From an optimization exercise on the open Yosys and OpenROAD flow, aimed at a short achievable clock period and few clock cycles; shortcuts taken in it are not production practice.
RTL that was checked went through simulation tests only; none was proved equivalent to the original.

run a:
// rmap
module rmap (
    input             clk,
    input             rst,
    input             cmd_valid,
    output            cmd_ready,
    input      [31:0] cmd_word,
    input      [31:0] cmd_data,
    output            rsp_valid,
    input             rsp_ready,
    output reg [3:0]  rsp_status,
    output     [31:0] rsp_rdata,
    output reg [1:0]  rsp_ebank,
    output reg [6:0]  rsp_eaddr,
    output reg [7:0]  rsp_esel,
    output reg [31:0] rsp_estatus,
    output            bus_req_valid,
    input             bus_req_ready,
    output            bus_req_write,
    output     [6:0]  bus_req_addr,
    output     [7:0]  bus_req_sel,
    output     [15:0] bus_req_wdata,
    input             bus_rsp_valid,
    input      [15:0] bus_rsp_rdata,
    input      [31:0] bus_rsp_status
);
    localparam [3:0] ST_OK          = 4'd0;
    localparam [3:0] ST_TRANSPORT   = 4'd1;
    localparam [3:0] ST_INVALID_SEL = 4'd2;
    localparam [3:0] ST_UNSUPPORTED = 4'd3;
    localparam [3:0] ST_INVALID_CMD = 4'd5;
    function [15:0] nswap(input [15:0] w);
        nswap = {w[11:8], w[15:12], w[3:0], w[7:4]};
    endfunction
    reg st_idle, st_req, st_out, st_rsp;     
    reg st_req_n, st_rsp_n;                  
    reg out_nl;              
    reg out_l;               
    reg        c_raw;        
    reg        c_mask;       
    reg        c_mux;        
    reg        c_set;        
    reg        c_gm;         
    reg        c_gp;         
  ...
Settings: LEC_CHECK=0, CAP_MARGIN=20, CORE_MARGIN=2, CORE_UTILIZATION=40, PLACE_DENSITY=0.6, SETUP_SLACK_MARGIN=4, SLEW_MARGIN=20, SYNTH_HIERARCHICAL=1, SYNTH_MINIMUM_KEEP_SIZE=0; clock period 6.0 ns.
standard.sh (not shown) runs the stock make flow with config.mk's settings and CLKGATE_MAP_FILE= SYNTH_SCRIPT=/design/flow/synth_recipe.tcl, a recipe that flattens the netlist after the stock synthesis.
==> flow/flow/run.sh <==
#!/bin/bash
# Standard layout (the standard.sh), with the port buffers made of
# sky130_fd_sc_hd__buf_8 cells instead of the default delay-buffer cells,
# and the bus-response pins grouped with the outputs they drive (pins.tcl,
# applied just before place_pins).
export BUFFER_PORTS_ARGS="-buffer_cell sky130_fd_sc_hd__buf_8"
export PRE_IO_PLACEMENT_TCL="$PWD/flow/pins.tcl"
bash standard.sh > standard_run.log 2>&1
==> flow/flow/pins.tcl <==
# Pin groups for place_pins: each bus-response input next to the outputs it
# drives in the same cycle, so those input-to-output paths stay short.
set_io_pin_constraint -group -order -pin_names {bus_rsp_status[31] bus_rsp_valid bus_req_valid rsp_valid}
set_io_pin_constraint -group -order -pin_names {bus_rsp_rdata[0] bus_req_wdata[0] rsp_rdata[4]}
set_io_pin_constraint -group -order -pin_names {bus_rsp_rdata[1] bus_req_wdata[1] rsp_rdata[5]}
set_io_pin_constraint -group -order -pin_names {bus_rsp_rdata[2] bus_req_wdata[2] rsp_rdata[6]}
set_io_pin_constraint -group -order -pin_names {bus_rsp_rdata[3] bus_req_wdata[3] rsp_rdata[7]}
set_io_pin_constraint -group -order -pin_names {bus_rsp_rdata[4] bus_req_wdata[4] rsp_rdata[0]}
set_io_pin_constraint -group -order -pin_names {bus_rsp_rdata[5] bus_req_wdata[5] rsp_rdata[1]}
set_io_pin_constraint -group -order -pin_names {bus_rsp_rdata[6] bus_req_wdata[6] rsp_rdata[2]}
set_io_pin_constraint -group -order -pin_names {bus_rsp_rdata[7] bus_req_wdata[7] rsp_rdata[3]}
set_io_pin_constraint -group -order -pin_names {bus_rsp_rdata[8] bus_req_wdata[8] rsp_rdata[12]}
set_io_pin_constraint -group -order -pin_names {bus_rsp_rdata[9] bus_req_wdata[9] rsp_rdata[13]}
set_io_pin_constraint -group -order -pin_names {bus_rsp_rdata[10] bus_req_wdata[10] rsp_rdata[14]}
set_io_pin_constraint -group -order -pin_names {bus_rsp_rdata[11] bus_req_wdata[11] rsp_rdata[15]}
set_io_pin_constraint -group -order -pin_names {bus_rsp_rdata[12] bus_req_wdata[12] rsp_rdata[8]}
set_io_pin_constraint -group -order -pin_names {bus_rsp_rdata[13] bus_req_wdata[13] rsp_rdata[9]}
set_io_pin_constraint -group -order -pin_names {bus_rsp_rdata[14] bus_req_wdata[14] rsp_rdata[10]}
set_io_pin_constraint -group -order -pin_names {bus_rsp_rdata[15] bus_req_wdata[15] rsp_rdata[11]}
Input changes introduced in run b (baseline for comparison: run a):
--- a/flow/design.v
+++ b/flow/design.v
@@ -59,16 +59,14 @@
     reg [1:0]  c_slot;       
     reg [31:0] racc;         
     reg [15:0] racc_n;       
     reg [3:0]  racc_nh;      
     reg        e_rw;         
     reg        e_g0l;        
     reg        e_g0h;        
-    reg [3:1]  e_gl_n;       
-    reg [3:1]  e_gh_n;       
     reg        c_dfr;        
     wire [3:0] op   = cmd_word[3:0];
     wire [3:0] feat = cmd_word[7:4];
     wire [1:0] bank = cmd_word[9:8];
     wire [7:0] idx  = cmd_word[23:16];
     wire [1:0] f    = feat[1:0];
     wire d_rw     = (op == 4'h1);
@@ -156,33 +154,25 @@
     endgenerate
     genvar gj;
     generate
         for (gj = 0; gj < 16; gj = gj + 1) begin : g_rsp
             wire n1;
             rmap_nand2 ua (.a(e_rw), .b(L[gj]), .y(n1));
             if (gj >= 12) begin : g_m
-                wire n2, t1, t2, t3, w;
+                wire n2;
                 rmap_nand2 uc (.a(e_g0l), .b(L[4*(gj-12)]), .y(n2));
-                rmap_nor2  u1 (.a(e_gl_n[1]), .b(L[4*(gj-12)+1]), .y(t1));
-                rmap_nor2  u2 (.a(e_gl_n[2]), .b(L[4*(gj-12)+2]), .y(t2));
-                rmap_nor2  u3 (.a(e_gl_n[3]), .b(L[4*(gj-12)+3]), .y(t3));
-                rmap_nor3  uw (.a(t1), .b(t2), .c(t3), .y(w));
-                rmap_nand4 ub (.a(racc_n[gj]), .b(n1), .c(n2), .d(w), .y(rsp_rdata[gj]));
+                rmap_nand3 ub (.a(racc_n[gj]), .b(n1), .c(n2), .y(rsp_rdata[gj]));
             end else begin : g_w
                 rmap_nand2 ub (.a(racc_n[gj]), .b(n1), .y(rsp_rdata[gj]));
             end
         end
         for (gj = 28; gj < 32; gj = gj + 1) begin : g_rsh
-            wire n1, t1, t2, t3, w;
+            wire n1;
             rmap_nand2 ua (.a(e_g0h), .b(L[4*(gj-28)]), .y(n1));
-            rmap_nor2  u1 (.a(e_gh_n[1]), .b(L[4*(gj-28)+1]), .y(t1));
-            rmap_nor2  u2 (.a(e_gh_n[2]), .b(L[4*(gj-28)+2]), .y(t2));
-            rmap_nor2  u3 (.a(e_gh_n[3]), .b(L[4*(gj-28)+3]), .y(t3));
-            rmap_nor3  uw (.a(t1), .b(t2), .c(t3), .y(w));
-            rmap_nand3 ub (.a(racc_nh[gj-28]), .b(n1), .c(w), .y(rsp_rdata[gj]));
+            rmap_nand2 ub (.a(racc_nh[gj-28]), .b(n1), .y(rsp_rdata[gj]));
         end
     endgenerate
     assign rsp_rdata[27:16] = racc[27:16];
     wire [31:0] hm_next = cmd_acc ? ((d_mask ? (d_muxm ? cmd_data : {16'd0, cmd_data[15:0]})
                                              : {32{cmd_word[24]}}) ^ {32{d_pol}}) :
                           (take && q_wr && c_mask) ? {4'd0, hm[31:4]} : hm;
     reg [31:0] racc_next;
@@ -232,15 +222,16 @@
             c_mask  <= d_mask;
             c_mux   <= d_muxm;
             c_set   <= d_set;
             c_gm    <= (op == 4'h3) || (op == 4'h9);
             c_gp    <= (op == 4'h5) || (op == 4'hB);
             c_rw    <= d_rw;
             c_slot  <= idx[1:0];
-            c_dfr   <= (op == 4'h5) || (op == 4'hB);
+            c_dfr   <= (((op == 4'h3) || (op == 4'h9)) && (f != 2'd0)) ||
+                       (op == 4'h5) || (op == 4'hB);
             c_blast <= d_blast;
             c_idx   <= idx;
             c_f1h   <= 4'b0001 << f;
             c_rfw   <= nswap(d_rf);
         end
         hm <= hm_next;
     end
@@ -265,22 +256,18 @@
         w_fix_n <= ~w_fix_next;
     end
     always @(posedge clk) begin
         if (cmd_acc) begin
             e_rw  <= d_rw;
             e_g0l <= (op == 4'h3) && (f == 2'd0);
             e_g0h <= (op == 4'h9) && (f == 2'd0);
-            e_gl_n <= ~(((op == 4'h3) ? 3'b001 : 3'b000) << (f - 2'd1)) | {3{f == 2'd0}};
-            e_gh_n <= ~(((op == 4'h9) ? 3'b001 : 3'b000) << (f - 2'd1)) | {3{f == 2'd0}};
         end else if (ns_rsp) begin
             e_rw  <= 1'b0;
             e_g0l <= 1'b0;
             e_g0h <= 1'b0;
-            e_gl_n <= 3'b111;
-            e_gh_n <= 3'b111;
         end
         racc   <= racc_next;
         racc_n <= ~racc_next[15:0];
         racc_nh <= ~racc_next[31:28];
         if (cmd_acc)
             rsp_status <= d_code;
         else if (err)
@@ -316,31 +303,7 @@
     input  a,
     input  b,
     input  c,
     output y
 );
     assign y = !(a && b && c);
 endmodule
-module rmap_nand4 (
-    input  a,
-    input  b,
-    input  c,
-    input  d,
-    output y
-);
-    assign y = !(a && b && c && d);
-endmodule
-module rmap_nor2 (
-    input  a,
-    input  b,
-    output y
-);
-    assign y = !(a || b);
-endmodule
-module rmap_nor3 (
-    input  a,
-    input  b,
-    input  c,
-    output y
-);
-    assign y = !(a || b || c);
-endmodule
On worst slew slack as a fraction of its limit, run b does better than run a.
Worst setup slack ends up lower on run a.
Changes observed in run b relative to run a: cell area lost 7.0%; maximum fanout along the worst path lost 4; gate count after technology mapping lost 89; post-detailed-placement half-perimeter wirelength lost 1500 um.
For the post-route non-filler standard cell count, run b came in 167 lower than run a did.
Number of setup buffers added after CTS: run b vs run a down 23
Detailed-route wire length: run b < run a
In the flow results for run a and run b, the pre-CTS setup slack is larger on run a.
The global-route usage in run b was lower than what run a gave.
On run b: synthesis-to-layout area growth is 4.3 points lower than what run a gave.
Testbench counts of run b, summed over its fixed seeds: cycles 30,763.
The RTL of run a was laid out without a check of its function.

## what the ideal ports hide
Ports are ideal in the flow. The routed layouts listed here were re-timed in OpenROAD. Step 1, drivers: a clkbuf_16 drives clk and a buf_2 each remaining input, both assumed. Step 2 adds t to the input delays and takes it off the output delays; t is the mean of the earliest and latest rising clock arrival at the registers after step 1. Input paths then give back, and output paths get back, about the clock's delay inside the block. Slacks: ideal / step 1 / step 2; pairs: ideal / step 1.
run | t (ns) | slack for setup (ns) | latest minus earliest clock arrival (ns)
run a | 0.594 | 2.918 / 2.849 / 2.849 | 0.020 / 0.020
run b | 0.579 | 3.206 / 3.123 / 2.787 | 0.015 / 0.015
After both steps setup and hold are still met in every run listed. For run b, which loses most, drivers alone change the setup slack by -0.083 ns; drivers and shift together by -0.419 ns.
